From an optimization exercise on the open Yosys and OpenROAD flow, aimed at small area; shortcuts taken in it are not production practice. The RTL was checked by simulation tests, not by an equivalence proof against the original design.

Setup of main:
Design tfac_core, start of the top module:
module tfac_core (
    input  wire        clk,
    input  wire        rst,               
    input  wire        cfg_decode_halt,   
    input  wire        cfg_mem_halt,      
    input  wire [3:0]  bp_en,
    input  wire [63:0] bp_addr,           
    input  wire        resume,            
    output wire        paused,
    output wire        halted,
    output reg         ram_req,
    output reg         ram_we,
    output reg  [12:0] ram_addr,
    output reg  [15:0] ram_wdata,
    input  wire        ram_gnt,
    input  wire [15:0] ram_rdata,         
    output reg         cin_req,
    output reg         cin_int,           
    input  wire        cin_valid,
    input  wire        cin_eof,
    input  wire [15:0] cin_data,
    output reg         cout_valid,
    output reg         cout_int,          
    output reg  [15:0] cout_data,
    input  wire        cout_ready,
    output reg         diag_valid,
    output reg  [2:0]  diag_code,
    output reg  [15:0] diag_addr,
    output reg  [15:0] diag_data,
    input  wire [3:0]  dbg_sel,
    output wire [15:0] dbg_data,
    output wire        flag_z,
    output wire        flag_c,
    output wire [15:0] ir
);
Size in the first run: roughly 1300 cells after synthesis, about 240 I/O pins.
export LEC_CHECK = 0
export ABC_AREA = 1
export CAP_MARGIN = 5
export CORE_MARGIN = 2
export CORE_UTILIZATION = 60
export CTS_BUF_LIST = sky130_fd_sc_hd__clkbuf_8
export CTS_CLUSTER_DIAMETER = 60
export CTS_CLUSTER_SIZE = 16
export PLACE_DENSITY = 0.75
export SLEW_MARGIN = 5
create_clock -name core_clock -period 10.0 [get_ports {clk}]
standard.sh (not shown) runs the stock make flow with config.mk's settings and CLKGATE_MAP_FILE= SYNTH_SCRIPT=/design/flow/synth_recipe.tcl, a recipe that flattens the netlist after the stock synthesis.
==> flow/flow/run.sh <==
#!/bin/bash
# The standard layout (standard.sh) with two changes:
#  - ABC maps the logic with flow/area.abc (the &nf mapper with area
#    recovery) instead of ORFS's abc_area.script; the synthesis script is
#    otherwise synth_recipe.tcl unchanged, so the registers are the same;
#  - the buffer that ORFS puts on every input and output port is buf_1.
# Each tool's full output is in standard.log and in orfs/logs/.
set -euo pipefail
W=$PWD
{
  printf 'proc abc {args} { set i [lsearch $args -script]; if {$i >= 0} { lset args [expr {$i + 1}] %s }; yosys abc {*}$args }\n' "$W/flow/area.abc"
  cat "$W/synth_recipe.tcl"
} > "$W/area_synth.tcl"
sed "s#SYNTH_SCRIPT=[^ ]*synth_recipe\.tcl#SYNTH_SCRIPT=$W/area_synth.tcl#" "$W/standard.sh" > "$W/area_standard.sh"
grep -q "SYNTH_SCRIPT=$W/area_synth.tcl" "$W/area_standard.sh"
export BUFFER_PORTS_ARGS="-buffer_cell sky130_fd_sc_hd__buf_1"
bash "$W/area_standard.sh" > "$W/standard.log" 2>&1
==> flow/flow/area.abc <==
strash
dc2
dc2
&get -n
&dch -f
&nf -R 1000 -p
&put
&get -n
&dch -f
&nf -R 1000 -p
&put
topo
dnsize -c
main: done, clean on timing, DRC and antenna
Modified inputs, the feature branch compared to main
diff --git a/flow/design.v b/flow/design.v
--- a/flow/design.v
+++ b/flow/design.v
@@ -51,22 +51,22 @@
     output wire        flag_z,
     output wire        flag_c,
     output wire [15:0] ir
 );
     localparam S_CLR    = 4'd0;    
     localparam S_FETCH  = 4'd1;    
     localparam S_EX     = 4'd2;    
     localparam S_SH     = 4'd3;    
     localparam S_WB     = 4'd4;    
-    localparam S_LD     = 4'd5;    
-    localparam S_ACCF   = 4'd6;    
-    localparam S_RDF    = 4'd7;    
-    localparam S_DEC    = 4'd8;    
+    localparam S_ACCF   = 4'd5;    
+    localparam S_RDF    = 4'd6;    
+    localparam S_DEC    = 4'd7;    
+    localparam S_LD     = 4'd8;    
     localparam S_END    = 4'd9;    
     localparam S_ACCD   = 4'd10;   
     localparam S_RDD    = 4'd11;   
     localparam S_PAUSED = 4'd12;
     localparam S_HALTED = 4'd13;
     localparam A_ADD = 2'd0, A_SUB = 2'd1, A_AND = 2'd2, A_OR = 2'd3;
     localparam B_DATA = 3'd0, B_I6 = 3'd1, B_I8 = 3'd2, B_ZERO = 3'd3, B_ONE = 3'd4;
     reg [15:0] ring [0:15];
     reg        z_q, c_q;
@@ -80,19 +80,19 @@
     reg        cy;
     reg        bp_hit;
     reg        mem_diag;
     wire stopped = (state == S_PAUSED) || (state == S_HALTED);
     assign paused = (state == S_PAUSED);
     assign halted = (state == S_HALTED);
     assign flag_z = z_q;
     assign flag_c = c_q;
     assign ir     = ir_q;
-    wire in_pass = (state <= S_LD);
+    wire in_pass = (state <= S_WB);
     wire active  = in_pass && (run || ph == 3'd0);
     wire last    = (ph == 3'd7);
     wire [3:0]  op    = ir_q[3:0];
     wire [3:0]  f74   = ir_q[7:4];
     wire [3:0]  f118  = ir_q[11:8];
     wire [3:0]  f1512 = ir_q[15:12];
     wire [3:0]  rd3   = {1'b0, ir_q[6:4]};
     wire [3:0]  rn3   = {1'b0, ir_q[9:7]};
     wire is_sys   = (op == 4'h0);
@@ -137,31 +137,32 @@
                            ({{8{m_cin && t_q[1]}}, {8{m_cin}}} & cin_data);
     wire        acc_done_rd = in_acc && !acc_we && ((acc_cin && cin_valid) || acc_bad);
     reg  [3:0]  isel, wsel;
     reg         a_zero;
     reg  [2:0]  b_src;
     reg  [1:0]  aop;
     reg         cin0;
     reg         r_we;
     reg         addr_ld, addr_res;
-    reg         data_mem;
+    reg         data_reg, data_mem;
     reg         z_acc, c_upd;
     reg  [3:0]  nstate;
     always @* begin
         isel     = 4'd15;
         wsel     = f74;
         a_zero   = 1'b0;
         b_src    = B_ZERO;
         aop      = A_ADD;
         cin0     = 1'b0;
         r_we     = 1'b0;
         addr_ld  = 1'b0;
         addr_res = 1'b0;
+        data_reg = 1'b0;
         data_mem = 1'b0;
         z_acc    = 1'b0;
         c_upd    = 1'b0;
         nstate   = state;
         case (state)
             S_CLR: begin
                 if (last) nstate = S_FETCH;
             end
             S_FETCH: begin
@@ -173,19 +174,19 @@
             end
             S_ACCF: begin
                 if (acc_ram) begin
                     if (ram_gnt) nstate = S_RDF;
                 end else if (acc_done_rd)
                     nstate = S_DEC;
             end
             S_RDF: nstate = S_DEC;
             S_DEC: begin
-                nstate   = (is_alu4 || is_cmpr || is_shift) ? S_LD : S_EX;
+                nstate   = S_LD;
                 if (illegal)
                     nstate = cfg_decode_halt ? S_HALTED : S_END;
                 else if (is_halt)
                     nstate = S_HALTED;
             end
             S_EX: begin
                 if (last) nstate = S_END;
                 if (is_alu4 || is_cmpr) begin
                     isel   = f118;
@@ -249,20 +250,20 @@
             end
             S_SH: begin
                 a_zero = 1'b1;
                 b_src  = B_DATA;
                 r_we   = 1'b1;
                 z_acc  = 1'b1;
                 if (last) nstate = S_END;
             end
             S_LD: begin
-                isel    = is_shift ? f118 : f1512;
-                addr_ld = 1'b1;
+                isel     = is_shift ? f118 : f1512;
+                data_reg = last;
                 if (last) nstate = S_EX;
             end
             S_ACCD: begin
                 isel = is_str ? rd3 : f118;    
                 if (acc_ram) begin
                     if (ram_gnt) nstate = acc_we ? S_END : S_RDD;
                 end else if (acc_cout) begin
                     if (cout_ready) nstate = S_END;
                 end else if (acc_we) begin
@@ -342,23 +343,24 @@
     always @(posedge clk) begin
         for (r = 0; r < 16; r = r + 1) begin
             if (active && (clr || (r_we && wsel == r)))
                 ring[r] <= {(r == 14) ? ins14 : ins[1], ins[0], ring[r][15:2]};
             else
                 ring[r] <= {ring[r][1:0], ring[r][15:2]};
         end
     end
     wire [1:0]  addr_in = addr_res ? res : qs[1:0];
+    wire [15:0] t_par   = data_mem ? memval : {qs[1:0], qs[15:2]};
     integer j;
     always @(posedge clk) begin
         for (j = 0; j < 16; j = j + 1)
-            if (data_mem)
-                t_q[j] <= memval[j];
+            if (data_reg || data_mem)
+                t_q[j] <= t_par[j];
             else if (active && addr_ld && (ph == (j >> 1)))
                 t_q[j] <= addr_in[j & 1];
     end
     wire ex_sh = active && (state == S_EX) && is_shift;
     always @(posedge clk) begin
         if (ex_sh && ph == 3'd0) sh_q[1:0] <= qs[1:0];
         if (ex_sh && ph == 3'd1) sh_q[3:2] <= qs[1:0];
         if (ex_sh && ph == 3'd2) sh_q[5:4] <= qs[1:0];
         if (ex_sh)
Notes after the runs:
Comparing global-route usage for main and the feature branch, the bigger number came from the feature branch. Cmp main and the feature branch / clock skew / higher: the feature branch. On final design instance area without fill, main and the feature branch are neck and neck. Time the worst path needs with I/O delays and setup in the feature branch is 0.013 ns higher than in main. From main to the feature branch the numbers moved as follows: average detailed-routed wire length per instance +about 5.5%, die area now larger. Between main and the feature branch, the data arrival time of the critical path is lower for main.

[static timing again, ports no longer ideal]
The results above use ideal ports. As a check the final layouts listed here were re-extracted and re-timed, cells and wires unchanged.
Step 1: set_driving_cell puts a clkbuf_16 on clk and a buf_2 on each other input, an assumption about the parent block.
Step 2 adds t to the input delays and takes it off the output delays; t is the mean of the earliest and latest rising clock arrival at the registers after step 1. Input paths then give back, and output paths get back, about the clock's delay inside the block.
Three values: no drivers, after step 1, after step 2; two values: the first two.
run | t, ns | setup WS [ns] | latest minus earliest clock arrival (ns) | slew at the worst register clock pin (ns) | worst slew at a driven data input, ns
main | 0.628 | 0.705 / 0.661 / 1.289 | 0.028 / 0.028 | 0.11 / 0.11 | 0.06
the feature branch | 0.605 | 0.692 / 0.648 / 1.253 | 0.036 / 0.035 | 0.10 / 0.10 | 0.05
After both steps every run listed still meets setup and hold.
